Source: an optimization exercise on an open RTL-to-GDS flow (aim: small area, a short achievable clock period and few clock cycles). Production flows keep margins and buffers that such runs may drop.
At most, simulation tests tie the RTL to the original design; equivalence was not proved.

==> inputs of branch violet <==
==> flow/design.v <==
module smc_digest (
    input  wire         clk,
    input  wire         rst,         
    input  wire         in_valid,
    output wire         in_ready,
    input  wire [31:0]  in_data,     
    input  wire         in_last,     
    input  wire [2:0]   in_nbytes,   
    output reg          out_valid,   
    output wire [127:0] out_digest   
);
    localparam [31:0] IV0 = 32'h01234567;
    localparam [31:0] IV1 = 32'h89ABCDEF;
    localparam [31:0] IV2 = 32'hFEDCBA98;
    localparam [31:0] IV3 = 32'h76543210;
    reg [511:0] ring;            
    reg [31:0]  a, b, c, d;      
    reg [31:0]  p0, p1, p2, p3;  
    reg [31:0]  q;               
    reg [6:0]   kp;              
    reg [15:0]  rsel;            
    reg [3:0]   ph;              
    reg [4:0]   nw;              
    reg         ld_first, ld_final;   
    reg         ex_first, ex_final;   
    reg         dummy;           
    reg         msg_done;        
    reg         mark_pending;    
    reg         late;            
    reg [9:0]   nwords;          
    reg [1:0]   lastnb;          
    reg         step;            
    reg         ffwd;            
    reg [3:0]   fsel;            
    reg [3:0]   ra;              
    reg [5:0]   rb;              
    reg         load_iv;         
    reg         at16, at65;      
    wire [3:0] j       = nw[3:0];
    wire       ld_slot = !nw[4] && (ph == j);
    reg        in_ready_r;       
    assign in_ready    = in_ready_r;
    wire       take    = in_ready_r && in_valid;
    wire       pad_ld  = ld_slot && msg_done;
    reg [31:0] last_word;
    always @(*) begin
        case (in_nbytes)
            3'd0:    last_word = 32'h00000080;
            3'd1:    last_word = {16'h0000, 8'h80, in_data[7:0]};
            3'd2:    last_word = {8'h00, 8'h80, in_data[15:0]};
            3'd3:    last_word = {8'h80, in_data[23:0]};
            default: last_word = in_data;
        endcase
    end
    wire [31:0] pad_word = mark_pending ? 32'h00000080 :
                           (j == 4'd14 && !late) ? {17'd0, nwords, lastnb, 3'd0} : 32'd0;
    wire [31:0] in_word  = in_last ? last_word : in_data;
    wire [31:0] lane15   = ld_slot ? (msg_done ? pad_word : in_word) : ring[31:0];
    reg  [31:0] f1, f0;
    wire [31:0] f = (b & f1) | (~b & f0);
    wire [31:0] t;
    smc_add32 u_add_t (.x(q), .y(f), .s(t));
    wire [31:0] ta  = ({32{ra[0]}} & t) | ({32{ra[1]}} & {t[30:0], t[31]})
                    | ({32{ra[2]}} & {t[29:0], t[31:30]}) | ({32{ra[3]}} & {t[28:0], t[31:29]});
    wire [31:0] rot = ({32{rb[0]}} & ta) | ({32{rb[1]}} & {ta[30:0], ta[31]})
                    | ({32{rb[2]}} & {ta[23:0], ta[31:24]}) | ({32{rb[3]}} & {ta[16:0], ta[31:17]})
                    | ({32{rb[4]}} & {ta[9:0], ta[31:10]}) | ({32{rb[5]}} & {ta[3:0], ta[31:4]});
    wire [31:0] nb;
    smc_add32 u_add_nb (.x(step ? b : 32'd0), .y(rot), .s(nb));
    wire [3:0] ni = kp[3:0];
    reg        pf;               
    wire [6:0] kp1 = (kp == 7'd67) ? 7'd0 : kp + 7'd1;
    wire [6:0] kpn = pf ? kp1 : kp;
    wire [3:0] ph_n  = at65 ? 4'd0 : ph + 4'd1;
    wire [3:0] x     = kpn[3:0];
    wire       ph_ok = !at65 && ph_n == x + 4'd1;
    wire       pf_s1 = (kpn[6:4] != 3'd0) ||
                       (ph_ok && ((nw > {1'b0, x}) || (ld_slot && msg_done && nw == {1'b0, x})));
    wire       pf_s2 = ph_ok && ld_slot && !msg_done && nw == {1'b0, x};
    wire       pf_n  = pf_s1 || (pf_s2 && in_valid);
    wire [4:0] nw_p1 = nw + 5'd1;
    wire [4:0] nw_nt = pad_ld ? nw_p1 : nw;
    wire       rdy_nt = at65 ? !(msg_done && !ex_final)
                             : (!nw_nt[4] && ph_n == nw_nt[3:0] && !msg_done);
    wire       rdy_tk = !at65 && !nw_p1[4] && ph_n == nw_p1[3:0] && !msg_done;
    wire       rdy_n  = (in_ready_r && in_valid) ? (rdy_tk && !in_last) : rdy_nt;
    function [3:0] lane_of(input [6:0] op);
        case (op[5:4])
            2'd0:    lane_of = 4'd15;
            2'd1:    lane_of = {op[1:0], 2'b00};
            2'd2:    lane_of = {op[2:0], 1'b0} + 4'd4;
            default: lane_of = op[3:0] * 4'd6 + 4'd15;
        endcase
    endfunction
    reg [31:0] rk;
    always @(*) begin
        case (kp[5:4])
            2'd0:    rk = 32'h11111111;
            2'd1:    rk = 32'h22222222;
            2'd2:    rk = 32'h44444444;
            default: rk = 32'h88888888;
        endcase
    end
    reg [31:0] ivw;
    always @(*) begin
        case (kp[1:0])
            2'd0:    ivw = IV0;
            2'd1:    ivw = IV3;
            2'd2:    ivw = IV2;
            default: ivw = IV1;
        endcase
    end
    reg [31:0] wr;
    integer li;
    always @(*) begin
        wr = 32'd0;
        for (li = 0; li < 16; li = li + 1)
            wr = wr | ({32{rsel[li]}} & ring[li*32 +: 32]);
    end
    wire [31:0] wsel = !pf ? 32'd0 :
                       kp[6] ? (ex_first ? ivw : p1) : wr;
    wire [31:0] ksel = (pf && !kp[6]) ? {rk[31:8], rk[7:0] + {4'd0, ni}} : 32'd0;
    wire [31:0] an   = load_iv ? IV0 : d;
    wire [31:0] cn   = load_iv ? IV2 : b;    
    wire [31:0] dn   = load_iv ? IV3 : c;
    wire [3:0]  fsel_n = (pf && !kp[6]) ? (4'b0001 << kp[5:4]) : 4'b0000;
    wire [31:0] cs_s = an ^ wsel ^ ksel;
    wire [31:0] cs_c = (an & wsel) | (an & ksel) | (wsel & ksel);
    wire [31:0] qn;
    smc_add32bk u_add_q (.x(cs_s), .y({cs_c[30:0], 1'b0}), .s(qn));
    assign out_digest = {p1, p2, p3, p0};
    always @(posedge clk) begin
        ring <= {lane15, ring[511:32]};
        p0 <= p1;
        p1 <= p2;
        p2 <= p3;
        p3 <= ffwd ? nb : p0;
        a <= load_iv ? IV0 : d;
        b <= load_iv ? IV1 : nb;
        c <= cn;
        d <= dn;
        f1 <= ({32{fsel_n[0]}} & cn) | ({32{fsel_n[1]}} & (cn | dn))
            | ({32{fsel_n[2]}} & ~(cn ^ dn)) | ({32{fsel_n[3]}} & ~cn);
        f0 <= ({32{fsel_n[0]}} & dn) | ({32{fsel_n[1]}} & (cn & ~dn))
            | ({32{fsel_n[2]}} & (cn ^ dn)) | ({32{fsel_n[3]}} & ~(cn ^ dn));
        q <= qn;
        rsel <= 16'd1 << lane_of(kpn);
    end
    always @(posedge clk) begin
        if (rst) begin
            out_valid    <= 1'b0;
            kp           <= 7'd67;
            pf           <= 1'b1;
            in_ready_r   <= 1'b1;
            step         <= 1'b0;
            ffwd         <= 1'b1;
            fsel         <= 4'b0000;
            ra           <= 4'b0001;
            rb           <= 6'b000001;
            load_iv      <= 1'b0;
            at16         <= 1'b0;
            at65         <= 1'b0;
            ph           <= 4'd0;
            nw           <= 5'd0;
            ld_first     <= 1'b1;
            ld_final     <= 1'b0;
            ex_first     <= 1'b1;
            ex_final     <= 1'b1;
            dummy        <= 1'b1;
            msg_done     <= 1'b0;
            mark_pending <= 1'b0;
            late         <= 1'b0;
            nwords       <= 10'd0;
            lastnb       <= 2'd0;
        end else begin
            out_valid <= load_iv && !dummy;
            if (load_iv) dummy <= 1'b0;
            kp      <= kpn;
            pf      <= pf_n;
            in_ready_r <= rdy_n;
            step    <= pf && !kp[6];
            ffwd    <= pf && kp[6];
            fsel    <= (pf && !kp[6]) ? (4'b0001 << kp[5:4]) : 4'b0000;
            ra      <= (pf && !kp[6]) ? (4'b0001 << kp[5:4]) : 4'b0001;
            rb      <= !(pf && !kp[6])          ? 6'b000001 :
                       ({kp[5:4], kp[1:0]} == 4'hF) ? 6'b100000 :
                       (6'b000010 << kp[1:0]);
            load_iv <= pf && kp == 7'd67 && ex_final;
            at16    <= pf && kp == 7'd16;
            at65    <= pf && kp == 7'd65;
            if (at16) begin
                ex_first <= ld_first;
                ex_final <= ld_final;
            end
            if (at65) begin
                ph       <= 4'd0;
                nw       <= 5'd0;
                ld_first <= ex_final;
                ld_final <= 1'b0;
                late     <= 1'b0;
                if (ex_final) begin
                    msg_done     <= 1'b0;
                    mark_pending <= 1'b0;
                    nwords       <= 10'd0;
                    lastnb       <= 2'd0;
                end
            end else begin
                ph <= ph + 4'd1;
                if (take || pad_ld) nw <= nw_p1;
                if (take) begin
                    if (in_last) begin
                        if (in_nbytes[2]) nwords <= nwords + 10'd1;
                        lastnb       <= in_nbytes[1:0];
                        msg_done     <= 1'b1;
                        mark_pending <= (in_nbytes == 3'd4);
                        if (in_nbytes < 3'd4 && j[3:1] == 3'b111) late <= 1'b1;
                    end else begin
                        nwords <= nwords + 10'd1;
                    end
                end
                if (pad_ld) begin
                    if (mark_pending) begin
                        mark_pending <= 1'b0;
                        if (j[3:1] == 3'b111) late <= 1'b1;
                    end else if (j == 4'd14 && !late) begin
                        ld_final <= 1'b1;
                    end
                end
            end
        end
    end
endmodule
module smc_add32 (
    input  wire [31:0] x,
    input  wire [31:0] y,
    output wire [31:0] s
);
    assign s = x + y;
endmodule
module smc_add32bk (
    input  wire [31:0] x,
    input  wire [31:0] y,
    output wire [31:0] s
);
  wire [31:0] g0 = x & y, p0 = x ^ y;
  wire [31:0] g[0:9], p[0:9];
  assign g[0] = g0; assign p[0] = p0;
  genvar l, i;
  generate for (l = 0; l < 5; l = l + 1) begin: up
    for (i = 0; i < 32; i = i + 1) begin: b
      if (((i + 1) % (2 << l)) == 0) begin
        assign g[l+1][i] = g[l][i] | (p[l][i] & g[l][i - (1<<l)]);
        assign p[l+1][i] = p[l][i] & p[l][i - (1<<l)];
      end else begin
        assign g[l+1][i] = g[l][i];
        assign p[l+1][i] = p[l][i];
      end
    end
  end
  for (l = 0; l < 4; l = l + 1) begin: dn
    for (i = 0; i < 32; i = i + 1) begin: b
      localparam integer D = 8 >> l;
      if (((i + 1) % (2*D)) == D && i >= 2*D - 1 + 0 && i > D) begin
        assign g[l+6][i] = g[l+5][i] | (p[l+5][i] & g[l+5][i - D]);
        assign p[l+6][i] = p[l+5][i] & p[l+5][i - D];
      end else begin
        assign g[l+6][i] = g[l+5][i];
        assign p[l+6][i] = p[l+5][i];
      end
    end
  end endgenerate
  assign s = p0 ^ {g[9][30:0], 1'b0};
endmodule
==> flow/flow/run.sh <==
#!/bin/bash
# The standard layout with three changes: synthesis leaves adders to ABC
# (no half/full-adder cell extraction), the ports get the smallest buffer, and
# ORFS's timing repair aims 8.5 ns below the clock period, after global
# routing only (no setup repair before that).
set -euo pipefail
A="ADDER_MAP_FILE="
B="BUFFER_PORTS_ARGS=-buffer_cell sky130_fd_sc_hd__buf_1"
bash standard.sh "$A" "$B" SETUP_SLACK_MARGIN=0 cts > run_standard_1.log 2>&1
bash standard.sh "$A" "$B" SETUP_SLACK_MARGIN=8.5 finish > run_standard_2.log 2>&1
==> flow/standard.sh <==
#!/bin/bash
# synth_recipe.tcl (not shown) runs the flow's synth.tcl, then flattens the netlist and writes it again
# the make line also repeats each setting of config.mk as NAME=value (left out here)
make -C /OpenROAD-flow-scripts/flow DESIGN_CONFIG=/design/flow/config.mk WORK_HOME=/design/flow/orfs CLKGATE_MAP_FILE= SYNTH_SCRIPT=/design/flow/synth_recipe.tcl "${@:-finish}"
==> flow/config.mk <==
export PLATFORM = sky130hd
export DESIGN_NAME = smc_digest
export DESIGN_NICKNAME = smc_digest
export VERILOG_FILES = /design/flow/design.v
export SDC_FILE = /design/flow/constraint.sdc
export NUM_CORES = 4
export LEC_CHECK = 0
export ABC_AREA = 1
export CAP_MARGIN = 20
export CORE_MARGIN = 2
export CORE_UTILIZATION = 40
export CTS_BUF_LIST = sky130_fd_sc_hd__clkbuf_8
export CTS_CLUSTER_DIAMETER = 50
export CTS_CLUSTER_SIZE = 14
export SLEW_MARGIN = 20
export TNS_END_PERCENT = 0
==> flow/constraint.sdc <==
create_clock -name core_clock -period 12.0 [get_ports {clk}]
set_input_delay 2.4000 -clock core_clock [delete_from_list [all_inputs] [get_ports {clk}]]
set_output_delay 2.4000 -clock core_clock [all_outputs]
set_load 0.01 [all_outputs]
==> branch harbor: changes against branch violet <==
==> flow/design.v, changed modules only <==
module smc_digest (
    input  wire         clk,
    input  wire         rst,         
    input  wire         in_valid,
    output wire         in_ready,
    input  wire [31:0]  in_data,     
    input  wire         in_last,     
    input  wire [2:0]   in_nbytes,   
    output reg          out_valid,   
    output wire [127:0] out_digest   
);
    localparam [31:0] IV0 = 32'h01234567;
    localparam [31:0] IV1 = 32'h89ABCDEF;
    localparam [31:0] IV2 = 32'hFEDCBA98;
    localparam [31:0] IV3 = 32'h76543210;
    reg [511:0] ring;            
    reg [31:0]  a, b, c, d;      
    reg [31:0]  p0, p1, p2, p3;  
    reg [31:0]  q;               
    reg [6:0]   kp;              
    reg [15:0]  rsel;            
    reg         sel_h;           
    reg [3:0]   sel_iv;          
    reg         sel_k;           
    reg [3:0]   ph;              
    reg [4:0]   nw;              
    reg         ld_first, ld_final;   
    reg         ex_first, ex_final;   
    reg         dummy;           
    reg         msg_done;        
    reg         mark_pending;    
    reg         late;            
    reg [9:0]   nwords;          
    reg [1:0]   lastnb;          
    reg         step;            
    reg         ffwd;            
    reg [3:0]   fsel;            
    reg [4:0]   s;               
    reg         load_iv;         
    reg         at16, at65;      
    wire [3:0] j       = nw[3:0];
    wire       ld_slot = !nw[4] && (ph == j);
    assign in_ready    = ld_slot && !msg_done;
    wire       take    = in_ready && in_valid;
    wire       pad_ld  = ld_slot && msg_done;
    reg [31:0] last_word;
    always @(*) begin
        case (in_nbytes)
            3'd0:    last_word = 32'h00000080;
            3'd1:    last_word = {16'h0000, 8'h80, in_data[7:0]};
            3'd2:    last_word = {8'h00, 8'h80, in_data[15:0]};
            3'd3:    last_word = {8'h80, in_data[23:0]};
            default: last_word = in_data;
        endcase
    end
    wire [31:0] pad_word = mark_pending ? 32'h00000080 :
                           (j == 4'd14 && !late) ? {17'd0, nwords, lastnb, 3'd0} : 32'd0;
    wire [31:0] in_word  = in_last ? last_word : in_data;
    wire [31:0] lane15   = take ? in_word : (pad_ld ? pad_word : ring[31:0]);
    wire [31:0] f = ({32{fsel[0]}} & ((b & c) | (~b & d)))
                  | ({32{fsel[1]}} & ((b & d) | (c & ~d)))
                  | ({32{fsel[2]}} & (b ^ c ^ d))
                  | ({32{fsel[3]}} & (c ^ (b | ~d)));
    wire [31:0] t;
    smc_add32 u_add_t (.x(q), .y(f), .s(t));
    wire [63:0] t2  = {t, t} << s;
    wire [31:0] rot = t2[63:32];
    wire [31:0] nb;
    smc_add32 u_add_nb (.x(step ? b : 32'd0), .y(rot), .s(nb));
    wire [3:0] ni = kp[3:0];
    reg        pf;               
    wire [6:0] kp1 = (kp == 7'd67) ? 7'd0 : kp + 7'd1;
    wire [6:0] kpn = pf ? kp1 : kp;
    wire [3:0] ph_n  = at65 ? 4'd0 : ph + 4'd1;
    wire [3:0] x     = kpn[3:0];
    wire       ph_ok = !at65 && ph_n == x + 4'd1;
    wire       pf_s1 = (kpn[6:4] != 3'd0) ||
                       (ph_ok && ((nw > {1'b0, x}) || (ld_slot && msg_done && nw == {1'b0, x})));
    wire       pf_s2 = ph_ok && ld_slot && !msg_done && nw == {1'b0, x};
    wire       pf_n  = pf_s1 || (pf_s2 && in_valid);
    wire       ex_first_n = at16 ? ld_first : ex_first;
    function [3:0] lane_of(input [6:0] op);
        case (op[5:4])
            2'd0:    lane_of = 4'd15;
            2'd1:    lane_of = {op[1:0], 2'b00};
            2'd2:    lane_of = {op[2:0], 1'b0} + 4'd4;
            default: lane_of = op[3:0] * 4'd6 + 4'd15;
        endcase
    endfunction
    function [4:0] rot_amt(input [1:0] r, input [1:0] i);
        case ({r, i})
            4'h0: rot_amt = 5'd1;   4'h1: rot_amt = 5'd8;   4'h2: rot_amt = 5'd15;  4'h3: rot_amt = 5'd22;
            4'h4: rot_amt = 5'd2;   4'h5: rot_amt = 5'd9;   4'h6: rot_amt = 5'd16;  4'h7: rot_amt = 5'd23;
            4'h8: rot_amt = 5'd3;   4'h9: rot_amt = 5'd10;  4'hA: rot_amt = 5'd17;  4'hB: rot_amt = 5'd24;
            4'hC: rot_amt = 5'd4;   4'hD: rot_amt = 5'd11;  4'hE: rot_amt = 5'd18;  default: rot_amt = 5'd31;
        endcase
    endfunction
    reg [31:0] rk;
    always @(*) begin
        case (kp[5:4])
            2'd0:    rk = 32'h11111111;
            2'd1:    rk = 32'h22222222;
            2'd2:    rk = 32'h44444444;
            default: rk = 32'h88888888;
        endcase
    end
    reg [31:0] ivw;
    always @(*) begin
        case (kp[1:0])
            2'd0:    ivw = IV0;
            2'd1:    ivw = IV3;
            2'd2:    ivw = IV2;
            default: ivw = IV1;
        endcase
    end
    reg [31:0] wsel;
    integer li;
    always @(*) begin
        wsel = ({32{sel_h}} & p1)
             | ({32{sel_iv[0]}} & IV0) | ({32{sel_iv[1]}} & IV3)
             | ({32{sel_iv[2]}} & IV2) | ({32{sel_iv[3]}} & IV1);
        for (li = 0; li < 16; li = li + 1)
            wsel = wsel | ({32{rsel[li]}} & ring[li*32 +: 32]);
    end
    wire [31:0] ksel = sel_k ? {rk[31:8], rk[7:0] + {4'd0, ni}} : 32'd0;
    wire [31:0] an   = load_iv ? IV0 : d;
    wire [31:0] cs_s = an ^ wsel ^ ksel;
    wire [31:0] cs_c = (an & wsel) | (an & ksel) | (wsel & ksel);
    wire [31:0] qn;
    smc_add32bk u_add_q (.x(cs_s), .y({cs_c[30:0], 1'b0}), .s(qn));
    assign out_digest = {p1, p2, p3, p0};
    always @(posedge clk) begin
        ring <= {lane15, ring[511:32]};
        p0 <= p1;
        p1 <= p2;
        p2 <= p3;
        p3 <= ffwd ? nb : p0;
        a <= load_iv ? IV0 : d;
        b <= load_iv ? IV1 : nb;
        c <= load_iv ? IV2 : b;
        d <= load_iv ? IV3 : c;
        q <= qn;
        rsel   <= (pf_n && !kpn[6]) ? (16'd1 << lane_of(kpn)) : 16'd0;
        sel_k  <= pf_n && !kpn[6];
        sel_h  <= pf_n && kpn[6] && !ex_first_n;
        sel_iv <= (pf_n && kpn[6] && ex_first_n) ? (4'd1 << kpn[1:0]) : 4'd0;
    end
    always @(posedge clk) begin
        if (rst) begin
            out_valid    <= 1'b0;
            kp           <= 7'd67;
            pf           <= 1'b1;
            step         <= 1'b0;
            ffwd         <= 1'b1;
            fsel         <= 4'b0000;
            s            <= 5'd0;
            load_iv      <= 1'b0;
            at16         <= 1'b0;
            at65         <= 1'b0;
            ph           <= 4'd0;
            nw           <= 5'd0;
            ld_first     <= 1'b1;
            ld_final     <= 1'b0;
            ex_first     <= 1'b1;
            ex_final     <= 1'b1;
            dummy        <= 1'b1;
            msg_done     <= 1'b0;
            mark_pending <= 1'b0;
            late         <= 1'b0;
            nwords       <= 10'd0;
            lastnb       <= 2'd0;
        end else begin
            out_valid <= load_iv && !dummy;
            if (load_iv) dummy <= 1'b0;
            kp      <= kpn;
            pf      <= pf_n;
            step    <= pf && !kp[6];
            ffwd    <= pf && kp[6];
            fsel    <= (pf && !kp[6]) ? (4'b0001 << kp[5:4]) : 4'b0000;
            s       <= (pf && !kp[6]) ? rot_amt(kp[5:4], kp[1:0]) : 5'd0;
            load_iv <= pf && kp == 7'd67 && ex_final;
            at16    <= pf && kp == 7'd16;
            at65    <= pf && kp == 7'd65;
            if (at16) begin
                ex_first <= ld_first;
                ex_final <= ld_final;
            end
            if (at65) begin
                ph       <= 4'd0;
                nw       <= 5'd0;
                ld_first <= ex_final;
                ld_final <= 1'b0;
                late     <= 1'b0;
                if (ex_final) begin
                    msg_done     <= 1'b0;
                    mark_pending <= 1'b0;
                    nwords       <= 10'd0;
                    lastnb       <= 2'd0;
                end
            end else begin
                ph <= ph + 4'd1;
                if (take || pad_ld) nw <= nw + 5'd1;
                if (take) begin
                    if (in_last) begin
                        if (in_nbytes[2]) nwords <= nwords + 10'd1;
                        lastnb       <= in_nbytes[1:0];
                        msg_done     <= 1'b1;
                        mark_pending <= (in_nbytes == 3'd4);
                        if (in_nbytes < 3'd4 && j[3:1] == 3'b111) late <= 1'b1;
                    end else begin
                        nwords <= nwords + 10'd1;
                    end
                end
                if (pad_ld) begin
                    if (mark_pending) begin
                        mark_pending <= 1'b0;
                        if (j[3:1] == 3'b111) late <= 1'b1;
                    end else if (j == 4'd14 && !late) begin
                        ld_final <= 1'b1;
                    end
                end
            end
        end
    end
endmodule
==> flow/flow/run.sh (replaced) <==
#!/bin/bash
set -euo pipefail
bash standard.sh SETUP_SLACK_MARGIN=7 "BUFFER_PORTS_ARGS=-buffer_cell sky130_fd_sc_hd__buf_1" finish > run_standard.log 2>&1
--- a/flow/config.mk
+++ b/flow/config.mk
@@ -8,9 +8,10 @@
 export ABC_AREA = 1
 export CAP_MARGIN = 20
 export CORE_MARGIN = 2
-export CORE_UTILIZATION = 40
+export CORE_UTILIZATION = 55
 export CTS_BUF_LIST = sky130_fd_sc_hd__clkbuf_8
 export CTS_CLUSTER_DIAMETER = 50
 export CTS_CLUSTER_SIZE = 14
 export SLEW_MARGIN = 20
-export TNS_END_PERCENT = 0
+export SYNTH_HIERARCHICAL = 1
+export TNS_END_PERCENT = 100
==> results.rst <==
.. list-table::
   :header-rows: 1

   * - Metric
     - Value
   * - Met1 Track Usage GR
     - 35.3%
   * - Crit path required time
     - 12.66 ns
   * - Routed length on met1
     - 59000 um
   * - Outcome
     - no timing/DRC/antenna violations
   * - Slowest stage cell on the critical path
     - sky130_fd_sc_hd__dfxtp_4
   * - Post-synthesis share of cell area spent on xor and xnor gates
     - 1.76%
   * - Final design instance area without fill
     - 44100 um^2
   * - Launching element of the worst setup path
     - b[3]
That was branch violet.
==> results.rst <==
.. list-table::
   :header-rows: 1

   * - Metric
     - Value
   * - Slowest stage cell on the critical path
     - sky130_fd_sc_hd__dfxtp_2
   * - Outcome
     - no timing/DRC/antenna violations
   * - Post-Place Setup Slack
     - 6.40 ns
   * - Post-synthesis share of cell area spent on xor and xnor gates
     - 1.50%
   * - Critical path buffers and inverters
     - 2
   * - Final design instance area without fill
     - 40500 um^2
   * - Count of standard-cell rows
     - 92
   * - Routed length on met1
     - 48700 um
   * - Maximum cell stage delay along the critical path
     - 0.42 ns
   * - Crit path required time
     - 12.57 ns
   * - Met1 Track Usage GR
     - 43.8%
That was branch harbor.
Testbench counts of branch violet, summed over its fixed seeds: cycles 86,588.
The RTL of branch harbor was laid out without a check of its function.

separate check: timing with driven ports:
No port has a modelled driver above. Below, the same layouts with a new extraction and two added sets of constraints. Step 1 (the two cells are an assumption about what drives the block):
set clk [get_ports {clk}]
set_driving_cell -lib_cell sky130_fd_sc_hd__clkbuf_16 $clk
set_driving_cell -lib_cell sky130_fd_sc_hd__buf_2 [delete_from_list [all_inputs] $clk]
Step 2, shift: input delay + t, output delay - t, t = (earliest + latest rising clock arrival at the registers) / 2. This alone moves slack from input paths to output paths. Slacks: ideal ports / drivers / drivers and shift; pairs: ideal ports / drivers.
| run | t (ns) | slack for setup (ns) | worst setup path after step 2 | slew at the worst register clock pin (ns) | worst slew at a driven data input, ns |
|---|---|---|---|---|---|
| branch violet | 0.772 | 8.060 / 8.045 / 7.782 | input to register | 0.09 / 0.09 | 0.07 |
| branch harbor | 0.764 | 7.118 / 7.118 / 7.118 | register to register | 0.09 / 0.09 | 0.06 |
After both steps every run listed still meets setup and hold. The setup slack of branch violet, which loses most, moves by -0.015 ns with the drivers and by -0.278 ns with both steps.
